Background: an optimization exercise with open tools, aiming at small area, a short achievable clock period and few clock cycles. Do not read the settings as production practice. For this run, only the layout was checked, not whether the RTL still works. No activity file was given, so power comes from the tool's default toggle rates.

$ cat flow/run.sh
#!/bin/bash
# Standard layout, with plain buf_1 cells as the port buffers.
set -euo pipefail
export BUFFER_PORTS_ARGS="-buffer_cell sky130_fd_sc_hd__buf_1"
bash standard.sh > standard_flow.log 2>&1
$ cat standard.sh
#!/bin/bash
# synth_recipe.tcl (not shown) runs the flow's synth.tcl, then flattens the netlist and writes it again
# the make line also repeats each setting of config.mk as NAME=value (left out here)
make -C /OpenROAD-flow-scripts/flow DESIGN_CONFIG=/design/flow/config.mk WORK_HOME=/design/flow/orfs CLKGATE_MAP_FILE= SYNTH_SCRIPT=/design/flow/synth_recipe.tcl "${@:-finish}"
$ cat config.mk
export PLATFORM = sky130hd
export DESIGN_NAME = tbpm_rxdec
export DESIGN_NICKNAME = tbpm_rxdec
export VERILOG_FILES = /design/flow/design.v
export SDC_FILE = /design/flow/constraint.sdc
export NUM_CORES = 4
export LEC_CHECK = 0
export CAP_MARGIN = 50
export CORE_MARGIN = 2
export CORE_UTILIZATION = 40
export CTS_BUF_LIST = sky130_fd_sc_hd__clkbuf_8
export SLEW_MARGIN = 70
$ cat constraint.sdc
create_clock -name core_clock -period 35.0 [get_ports {clk}]
set_input_delay 7.0000 -clock core_clock [delete_from_list [all_inputs] [get_ports {clk}]]
set_output_delay 7.0000 -clock core_clock [all_outputs]
set_load 0.01 [all_outputs]
$ cat design.v
module tbpm_rxdec (
    input  wire        clk,
    input  wire        rst,
    input  wire        cfg_we,
    input  wire [7:0]  cfg_pct,
    input  wire [15:0] cfg_floor,
    input  wire [1:0]  cfg_reg_len,
    input  wire        cfg_reg0,
    input  wire        cfg_reg1,
    input  wire        in_valid,
    output wire        in_ready,
    input  wire [31:0] in_data,
    input  wire        in_last,
    output wire        out_valid,
    input  wire        out_ready,
    output wire        rl_ok,
    output wire [3:0]  rl_cause,
    output wire [31:0] rl_word,
    output wire        fw_ok,
    output wire [3:0]  fw_cause,
    output wire [31:0] fw_word,
    output wire        dsp_ok,
    output wire [1:0]  dsp_tried,
    output wire [31:0] dsp_word
);
    reg [6:0]  tol_pct;
    reg [15:0] tol_floor;
    reg [1:0]  reg_len;
    reg        reg0, reg1;
    always @(posedge clk) begin
        if (rst) begin
            tol_pct   <= 7'd25;
            tol_floor <= 16'd10;
            reg_len   <= 2'd0;
            reg0      <= 1'b0;
            reg1      <= 1'b0;
        end else if (cfg_we && cfg_pct <= 8'd100 && cfg_reg_len <= 2'd2) begin
            tol_pct   <= cfg_pct[6:0];
            tol_floor <= cfg_floor;
            reg_len   <= cfg_reg_len;
            reg0      <= cfg_reg0;
            reg1      <= cfg_reg1;
        end
    end
    reg        r_v;            
    reg        r_last;
    reg        r_s;            
    reg        r_u;            
    reg [16:0] r_d;            
    reg        rdy;            
    reg        done;           
    reg [7:0]  n_ent;          
    wire keep    = !n_ent[7];
    wire odd     = n_ent[0];
    wire needfsm = (odd && keep) || r_last;
    wire stall   = r_v && done && needfsm;
    wire absorb  = r_v && !stall;
    wire fin     = absorb && r_last;
    wire take    = in_valid && rdy;
    always @(posedge clk) begin
        if (!stall) begin
            r_last <= in_last;
            r_s    <= in_data[31];
            r_u    <= (in_data[31:17] == 15'd0) || (in_data[31:17] == 15'h7fff);
            r_d    <= in_data[16:0];
        end
    end
    wire       r_v_nx    = !rst && (stall || take);
    wire       r_last_nx = stall ? r_last : in_last;
    wire [7:0] n_nx      = (rst || fin) ? 8'd0 : (absorb && keep) ? n_ent + 8'd1 : n_ent;
    wire       done_nx   = !rst && (fin || (done && !out_ready));
    wire       rdy_nx    = !(r_v_nx && done_nx && ((n_nx[0] && !n_nx[7]) || r_last_nx));
    reg j0;
    always @(posedge clk) begin
        r_v   <= r_v_nx;
        n_ent <= n_nx;
        j0    <= rst || fin || (j0 && !(absorb && odd));
        done  <= done_nx;
        rdy   <= rdy_nx;
    end
    assign in_ready  = rdy;
    assign out_valid = done;
    wire [16:0] x = r_d ^ {17{r_s}};
    function lt18(input [17:0] a, input [17:0] b);
        integer i;
        reg l;
        begin
            l = 1'b0;
            for (i = 0; i < 18; i = i + 1)
                l = (!a[i] && b[i]) || ((!a[i] || b[i]) && l);
            lt18 = l;
        end
    endfunction
    function top18(input [17:0] a, input [17:0] b, input c);
        integer i;
        reg l;
        begin
            l = c;
            for (i = 0; i < 17; i = i + 1)
                l = (a[i] && b[i]) || ((a[i] || b[i]) && l);
            top18 = a[17] ^ b[17] ^ l;
        end
    endfunction
    function [35:0] csa18(input [17:0] a, input [17:0] b, input [17:0] c, input cin);
        reg [17:0] s, k;
        begin
            s = a ^ b ^ c;
            k = (a & b) | (a & c) | (b & c);
            csa18 = {k[16:0], cin, s};
        end
    endfunction
    wire [12:0] ta = j0 ? (odd ? {1'b0, tol_pct, 5'd0} : {tol_pct, 6'd0}) : {2'd0, tol_pct, 4'd0};
    wire [12:0] tb = j0 ? (odd ? {4'd0, tol_pct, 2'd0} : {5'd0, tol_pct, 1'b0}) : {6'd0, tol_pct};
    wire [17:0] nea = j0 ? (odd ? -18'sd2800 : -18'sd6200) : -18'sd1700;
    wire [17:0] da  = {1'b0, x} + nea + {17'd0, r_s};
    wire [16:0] va  = da[16:0] ^ {17{da[17]}};
    wire [35:0] la1 = csa18({5'd0, ta}, j0 ? {5'h1f, ~tb} : {5'd0, tb}, {2'd0, tol_floor}, j0);
    wire [35:0] la2 = csa18(la1[17:0], la1[35:18], {1'b0, ~va}, 1'b0);
    wire        in_a = top18(la2[17:0], la2[35:18], !da[17]);
    wire [17:0] db  = {1'b0, x} - 18'd550 + {17'd0, r_s};
    wire [16:0] vb  = db[16:0] ^ {17{db[17]}};
    wire [35:0] lb1 = csa18({9'd0, tol_pct, 2'd0}, {11'd0, tol_pct}, {12'd0, tol_pct[6:1]}, 1'b0);
    wire [35:0] lb2 = csa18(lb1[17:0], lb1[35:18], {2'd0, tol_floor}, 1'b0);
    wire [35:0] lb3 = csa18(lb2[17:0], lb2[35:18], {1'b0, ~vb}, 1'b0);
    wire        in_b = top18(lb3[17:0], lb3[35:18], !db[17] || tol_pct[0]);
    wire x_nz     = (r_d != 17'd0);
    wire is_mark  = !r_s && r_u && x_nz;
    wire is_space =  r_s && r_u;
    reg        m_hit;
    reg        m_rl;           
    reg [14:0] m_val;
    always @(posedge clk) begin
        if (absorb && !odd) begin
            m_hit  <= is_mark && (j0 ? in_a : in_b);
            m_rl   <= is_mark && (r_d[16:15] == 2'b00);
            m_val  <= r_d[14:0];
        end
    end
    wire fw_pre  = odd && m_hit && is_space && in_a;
    wire fw_one  = fw_pre;
    wire fw_zero = odd && m_hit && is_space && in_b;
    wire        rl_sig = odd && m_rl && is_space && (x[16:15] == 2'b00);
    wire [15:0] wsum   = {1'b0, m_val} + {1'b0, x[14:0]};      
    wire ge1 = !lt18({2'd0, wsum}, 18'd1562);
    wire ge2 = !lt18({2'd0, wsum}, 18'd4687);
    wire ge3 = !lt18({2'd0, wsum}, 18'd7812);
    wire ge4 = !lt18({2'd0, wsum}, 18'd10937);
    wire ge5 = !lt18({2'd0, wsum}, 18'd14062);
    wire ge6 = !lt18({2'd0, wsum}, 18'd17187);
    wire c_zero  = rl_sig && ge1 && !ge2;
    wire c_same  = rl_sig && ge2 && !ge3;
    wire c_one   = rl_sig && ge3 && !ge4;
    wire c_stop  = rl_sig && ge4 && !ge5;
    wire c_start = rl_sig && ge5 && !ge6;
    wire pev = absorb && ((odd && keep) || (n_ent == 8'd0 && r_last));
    wire p0  = pev && j0;
    wire [5:0] pidx = n_ent[6:1];
    reg [4:0]  rl_c;
    reg [15:0] rl_sh;
    reg [7:0]  rl_rep;
    reg        rl_repnz;
    reg [7:0]  rl_src, rl_cmd;
    reg        rl_long;        
    wire rl_bit = c_one || (c_same && rl_sh[0]);
    wire rl_idle = (rl_c == 5'd0);
    wire rl_stp  = (rl_c == 5'd18);
    wire rl_fin  = pev && !p0 && rl_stp && c_stop;
    always @(posedge clk) begin
        if (pev)
            rl_sh <= {rl_sh[14:0], rl_bit};
    end
    always @(posedge clk) begin
        if (pev) begin
            if (p0 || rl_idle)
                rl_c <= c_start ? 5'd1 : 5'd0;
            else if (!rl_stp && (c_zero || c_one || c_same))
                rl_c <= rl_c + 5'd1;
            else
                rl_c <= 5'd0;
        end
    end
    always @(posedge clk) begin
        if (rl_fin) begin
            rl_src <= rl_sh[15:8];
            rl_cmd <= rl_sh[7:0];
        end
    end
    wire [7:0] rep_nx   = p0 ? 8'd0 : (rl_fin && rl_rep != 8'hff) ? rl_rep + 8'd1 : rl_rep;
    wire       repnz_nx = p0 ? 1'b0 : (rl_repnz || rl_fin);
    wire       long_nx  = p0 ? 1'b0 : (rl_long || (absorb && n_ent == 8'd41));
    always @(posedge clk) begin
        rl_rep   <= rep_nx;
        rl_repnz <= repnz_nx;
        rl_long  <= long_nx;
    end
    reg        fw_stop;
    reg [2:0]  fw_cause_q;
    reg        fw_bad;
    reg [15:0] fw_p;
    localparam [14:0] FW_HDR = 15'h2008;
    wire fw_sym  = fw_one || fw_zero;
    wire fw_hexp = FW_HDR[4'd15 - pidx[3:0]];
    wire fw_hmis = fw_one ^ fw_hexp;
    wire fw_cmis = fw_one ^ fw_p[15] ^ fw_p[7];
    wire in_hdr  = (pidx <= 6'd15);
    wire in_chk  = (pidx >= 6'd32);
    reg        fw_stop_nx;
    reg [2:0]  fw_cause_nx;
    reg        fw_bad_nx;
    always @(*) begin
        fw_stop_nx  = fw_stop;
        fw_cause_nx = fw_cause_q;
        fw_bad_nx   = fw_bad;
        if (p0) begin
            fw_stop_nx  = !fw_pre;
            fw_cause_nx = fw_pre ? 3'd4 : 3'd2;
            fw_bad_nx   = 1'b0;
        end else if (pev && !fw_stop) begin
            if (!fw_sym) begin
                fw_stop_nx = 1'b1;
            end else if (in_hdr) begin
                if (pidx == 6'd15) begin
                    if (fw_bad || fw_hmis) begin
                        fw_stop_nx  = 1'b1;
                        fw_cause_nx = 3'd5;
                    end
                end else begin
                    fw_bad_nx = fw_bad || fw_hmis;
                end
            end else if (in_chk) begin
                if (pidx == 6'd39) begin
                    fw_stop_nx  = 1'b1;
                    fw_cause_nx = (fw_bad || fw_cmis) ? 3'd6 : 3'd0;
                end else begin
                    fw_bad_nx = fw_bad || fw_cmis;
                end
            end
        end
    end
    always @(posedge clk) begin
        fw_stop    <= fw_stop_nx;
        fw_cause_q <= fw_cause_nx;
        fw_bad     <= fw_bad_nx;
        if (pev && !in_hdr && pidx <= 6'd39)
            fw_p <= {fw_p[14:0], in_chk ? fw_p[15] : fw_one};
    end
    wire rl_ok_nx  = long_nx && repnz_nx;
    wire fw_ok_nx  = (fw_cause_nx == 3'd0);
    wire ok0_nx    = reg0 ? fw_ok_nx : rl_ok_nx;
    wire ok1_nx    = reg1 ? fw_ok_nx : rl_ok_nx;
    wire take0_nx  = (reg_len != 2'd0) && ok0_nx;
    wire take1_nx  = !take0_nx && (reg_len == 2'd2) && ok1_nx;
    wire sel_rl_nx = (take0_nx && !reg0) || (take1_nx && !reg1);
    wire sel_fw_nx = (take0_nx &&  reg0) || (take1_nx &&  reg1);
    wire sel_rl_nx2 = rl_ok_nx && (((reg_len != 2'd0) && !reg0) ||
                                   (reg_len[1] && reg0 && !reg1 && !fw_ok_nx));
    wire sel_fw_nx2 = fw_ok_nx && (((reg_len != 2'd0) && reg0) ||
                                   (reg_len[1] && !reg0 && reg1 && !rl_ok_nx));
    reg rl_ok_q, fw_ok_q, fw_ok_q2, sel_rl, sel_fw, sel_rl2, sel_fw2;
    reg [1:0] tried_q;
    always @(posedge clk) begin
        rl_ok_q  <= rl_ok_nx;
        fw_ok_q  <= fw_ok_nx;
        sel_rl   <= sel_rl_nx;
        sel_fw   <= sel_fw_nx;
        sel_rl2  <= sel_rl_nx2;
        sel_fw2  <= sel_fw_nx2;
        tried_q  <= take0_nx ? 2'd1 : reg_len;
    end
    wire fw_win = pev && !p0 && !fw_stop && fw_sym && in_chk && pidx == 6'd39 &&
                  !fw_bad && !fw_cmis;
    always @(posedge clk) begin
        fw_ok_q2 <= !p0 && (fw_ok_q2 || fw_win);
    end
    wire [23:0] rl_f = {rl_rep, rl_cmd, rl_src};
    wire [31:0] fw_f = {8'd1, fw_p[15:8], 4'd0, fw_p[3:0], 4'd0, fw_p[7:4]};
    assign rl_ok     = rl_ok_q;
    assign rl_cause  = {1'b0, {2{rl_long && !rl_repnz}}, !rl_ok_q};
    assign rl_word   = {8'd0, rl_rep & {8{rl_long}}, {rl_cmd, rl_src} & {16{rl_ok_q}}};
    assign fw_ok     = fw_ok_q;
    assign fw_cause  = {1'b0, fw_cause_q};
    assign fw_word   = {7'd0, fw_ok_q, fw_p[15:8] & {8{fw_ok_q}}, 4'd0, fw_p[3:0] & {4{fw_ok_q2}}, 4'd0, fw_p[7:4] & {4{fw_ok_q2}}};
    assign dsp_ok    = sel_rl || sel_fw;
    assign dsp_tried = tried_q;
    assign dsp_word  = {7'd0, sel_fw,
                        (rl_rep & {8{sel_rl}}) | (fw_p[15:8] & {8{sel_fw}}),
                        (rl_cmd & {8{sel_rl2}}) | ({4'd0, fw_p[3:0]} & {8{sel_fw2}}),
                        (rl_src & {8{sel_rl2}}) | ({4'd0, fw_p[7:4]} & {8{sel_fw2}})};
endmodule
==> notes.md <==
[cells in the final DEF (no fill, tap or decap), drive strengths merged, types with 8 or more instances in the layout]
cell | Yosys | layout
a211o | 9 | 9
a211oi | 14 | 14
a21o | 8 | 8
a21oi | 59 | 59
a22o | 16 | 16
a311oi | 8 | 8
a31oi | 22 | 22
and2 | 54 | 54
and3 | 11 | 11
buf | 46 | 167
clkbuf | 31 | 18
conb | 1 | 32
dfxtp | 63 | 63
edfxtp | 90 | 90
fa | 42 | 42
ha | 50 | 50
inv | 98 | 105
mux2i | 28 | 28
nand2 | 65 | 65
nand2b | 9 | 9
nand3 | 24 | 24
nand4 | 16 | 16
nor2 | 100 | 100
nor2b | 17 | 17
nor3 | 33 | 33
nor4 | 8 | 8
o211ai | 12 | 12
o21ai | 49 | 49
o22ai | 11 | 11
or3 | 12 | 12
xnor2 | 61 | 61
xor2 | 40 | 40
[power breakdown]
part	total, uW	internal (uW)	switching (uW)
combinational	190	80.0	110
clock	148	67.8	80.3
sequential	202	195	7.07
[state kept, by name, summed over array words and instances (netlist names), 3 cells and up]
signal / cells
fw_cause_q: 3
fw_p: 16
m_val: 15
n_ent: 8
r_d: 17
rl_c: 5
rl_cmd: 8
rl_rep: 8
rl_sh: 16
rl_src: 8
tol_floor: 16
tol_pct: 7
[critical path, delay by kind of cell]
| kind | cells | cell delay (ns) |
|---|---|---|
| buffers and inverters | 5 | 0.86 |
| AOI/OAI and AO/OA | 2 | 0.52 |
| muxes | 1 | 0.20 |
| and+or+nand+nor | 2 | 0.18 |
[layout make-up]
type	instances	area (sq um)	area share
Inverter	100	378	0.0288
Clock buffer	17	234	0.0178
Clock inverter	15	206	0.0157
Timing Repair Buffer	169	724	0.0553
Tap cell	384	480	0.0366
Sequential cell	153	3970	0.303
Multi-Input combinational cell	923	7120	0.543
[logic make-up after synthesis]
kind of cell,synth area share
other,0.000326
DFF,0.345
adders and majority gates,0.134
xor gates and xnor gates,0.0822
AOI/OAI and AO/OA,0.166
and+or+nand+nor,0.173
muxes,0.0286
buffers and inverters,0.0705
[path summary, 6_finish.rpt]
kind / start / end / slack, ns / cells past startpoint
min: rl_sh[15] / rl_src[7] / 0.43 / 0
max: cfg_pct[0] / tol_floor[14] / 26.59 / 10
min reg2reg: rl_sh[15] / rl_src[7] / 0.43 / 0
max reg2reg: n_ent[0] / sel_rl2 / 27.09 / 23
[metrics by stage]
stage | instances | power (uW) | util
detailed placement | 1727 | 392 | 0.442
floorplan | 1253 | 349 | -
finish | 1761 | 540 | 0.461
global placement | 1714 | 384 | 0.432
global route | 1761 | 576 | 0.461
CTS | 1759 | 541 | 0.458
[routing by layer]
metal,track usage,part of all wire,vias up
li1,-,-,4597
met1,0.253,0.47,4381
met2,0.310,0.47,259
met3,0.0314,0.050,28
met4,0.0399,0.013,0
met5,0,0,-
==> notes.md <==
* DR DRC count at 0
* Fill cells at 2783
* Clock Sinks at 153
* Hold crit path type: flop to flop
* Final ANT Viol Nets at 0
* Unique masters post-synth at 91
* Pre-antenna DRT Iters at 7
* Placed cell area at 0.0126 sq mm
* Worst-Skew Late Latency at 0.46 ns
* Final hold viol count at 0
* Die ar. at 0.0301 sq mm
* DRT iter0 DRCs at 613
* Cells after Synth at 1222
* CTS tree: done
* Slowest stage delay, CP at 0.30 ns
* Register area share after synthesis at 0.345
* Rows at 62
* Wire per inst at 15.9 um
* Die Wd at 173 um
* Crit-path slowest cell: a31oi_4
* Via density at 5.26
* Setup slack after layout at 26.59 ns
* Bufs on Longest Clock Path at 2
* Worst path cell trace: buf_1 > o21ai_0 > nand2_1 > a31oi_4 > buf_4 > buf_4 > buf_4 > buf_4 > mux2i_1 > nor2_1
* GPL Wtd Cong at 0.878
* Max-slew violation count at 0
* Total CTS buffers at 17
* Ranking of synthesized cells by area: edfxtp_1 24%, dfxtp_1 11%, fa_1 7.3%, ha_1 5.4%, xnor2_1 4.4%
* Clock period minus final worst setup slack at 8.41 ns
* Setup Fix Bufs, Post-CTS at 0
* Cts hold-fix bufs at 0
* Critical Path Sink Type: flop
* Max cap viols at 0
* Nets at 1522
* GRT Residual Overflow at 0
* Period utilization at 0.240
* Fin area at 0.0131 sq mm
* Fmax at 119 MHz
* Core Region at 0.0285 sq mm
* Synthesized area per cell at 9.40 sq um
* CP max FO at 10
* Die height at 173 um
* Via count at 9265
* Count leader, synth: nor2_1
* Global-route wire length before repair at 45000 um
* Main synth FF type: edfxtp_1
* Ports at 177
* Yosys warning total at 1
* Total length of routed wires at 27900 um
* Unrepaired setup endpoints after global routing: false
* Area growth syn-to-layout at 14.1%
* Total GRT Usage at 0.186
* Setup TNS Final at 0 ns
* Cell Pwr Density at 41.2 mW/mm^2
* Hold WS at 0.434 ns
* Leakage at 0.00492 uW
* Hpwl dp at 21700 um
* Largest net degree at the start of global routing at 36
* Initial antenna violation count at 0
* Root buf cell: clkbuf_8
* Flops & latches, synth at 153
* Worst path required time at 35.35 ns
* FFs w/ async S/R, synth at 0
* Antenna cell count at 0
* Crit start category: primary input
* Layout cells sized above 1 at 0.0973
* Most used cell, CP: buf_4
* Final setup viols at 0
* Post-synth EDFFs at 90
* Clock skew at 0.0159 ns
* Clock transition at path regs at 0.10 ns
* Number of gates resized after cts at 0
* Outcome: timing/DRC/antenna clean
* CP Class: primary input to flop
* IO buf count at 144
* Critical path arrival at 8.76 ns
* Setup slack at placement at 26.10 ns
* Synth top area share at 0.235
* Biggest area consumer among synthesized cells: edfxtp_1
* Synth top cells by count: 100 x nor2_1, 97 x inv_1, 90 x edfxtp_1
* Worst IR Drop VDD at 0.0237 mV
* Initial Util at 0.404
* CTS H-Tree Depth at 4
* Syn Std Cell Area at 0.0115 sq mm
* Vias in the first global route at 8620

==> port drivers added, routing unchanged <==
The results above use ideal ports. As a check the final layout listed here was re-extracted and re-timed, cells and wires unchanged. Step 1, drivers: a clkbuf_16 drives clk and a buf_2 each remaining input, both assumed. Step 2 adds t to the input delays and takes it off the output delays; t is the mean of the earliest and latest rising clock arrival at the registers after step 1. Input paths then give back, and output paths get back, about the clock's delay inside the block. Three values: no drivers, after step 1, after step 2; two values: the first two.
t (ns): 0.503
setup WS [ns]: 26.588 / 26.571 / 26.109
worst hold slack (ns): 0.434 / 0.434 / 0.434
worst setup path after step 2: input to register
worst register clock-pin slew, ns: 0.10 / 0.10
After both steps setup and hold are still met in this run. The setup slack of this run moves by -0.017 ns with the drivers and by -0.479 ns with both steps.
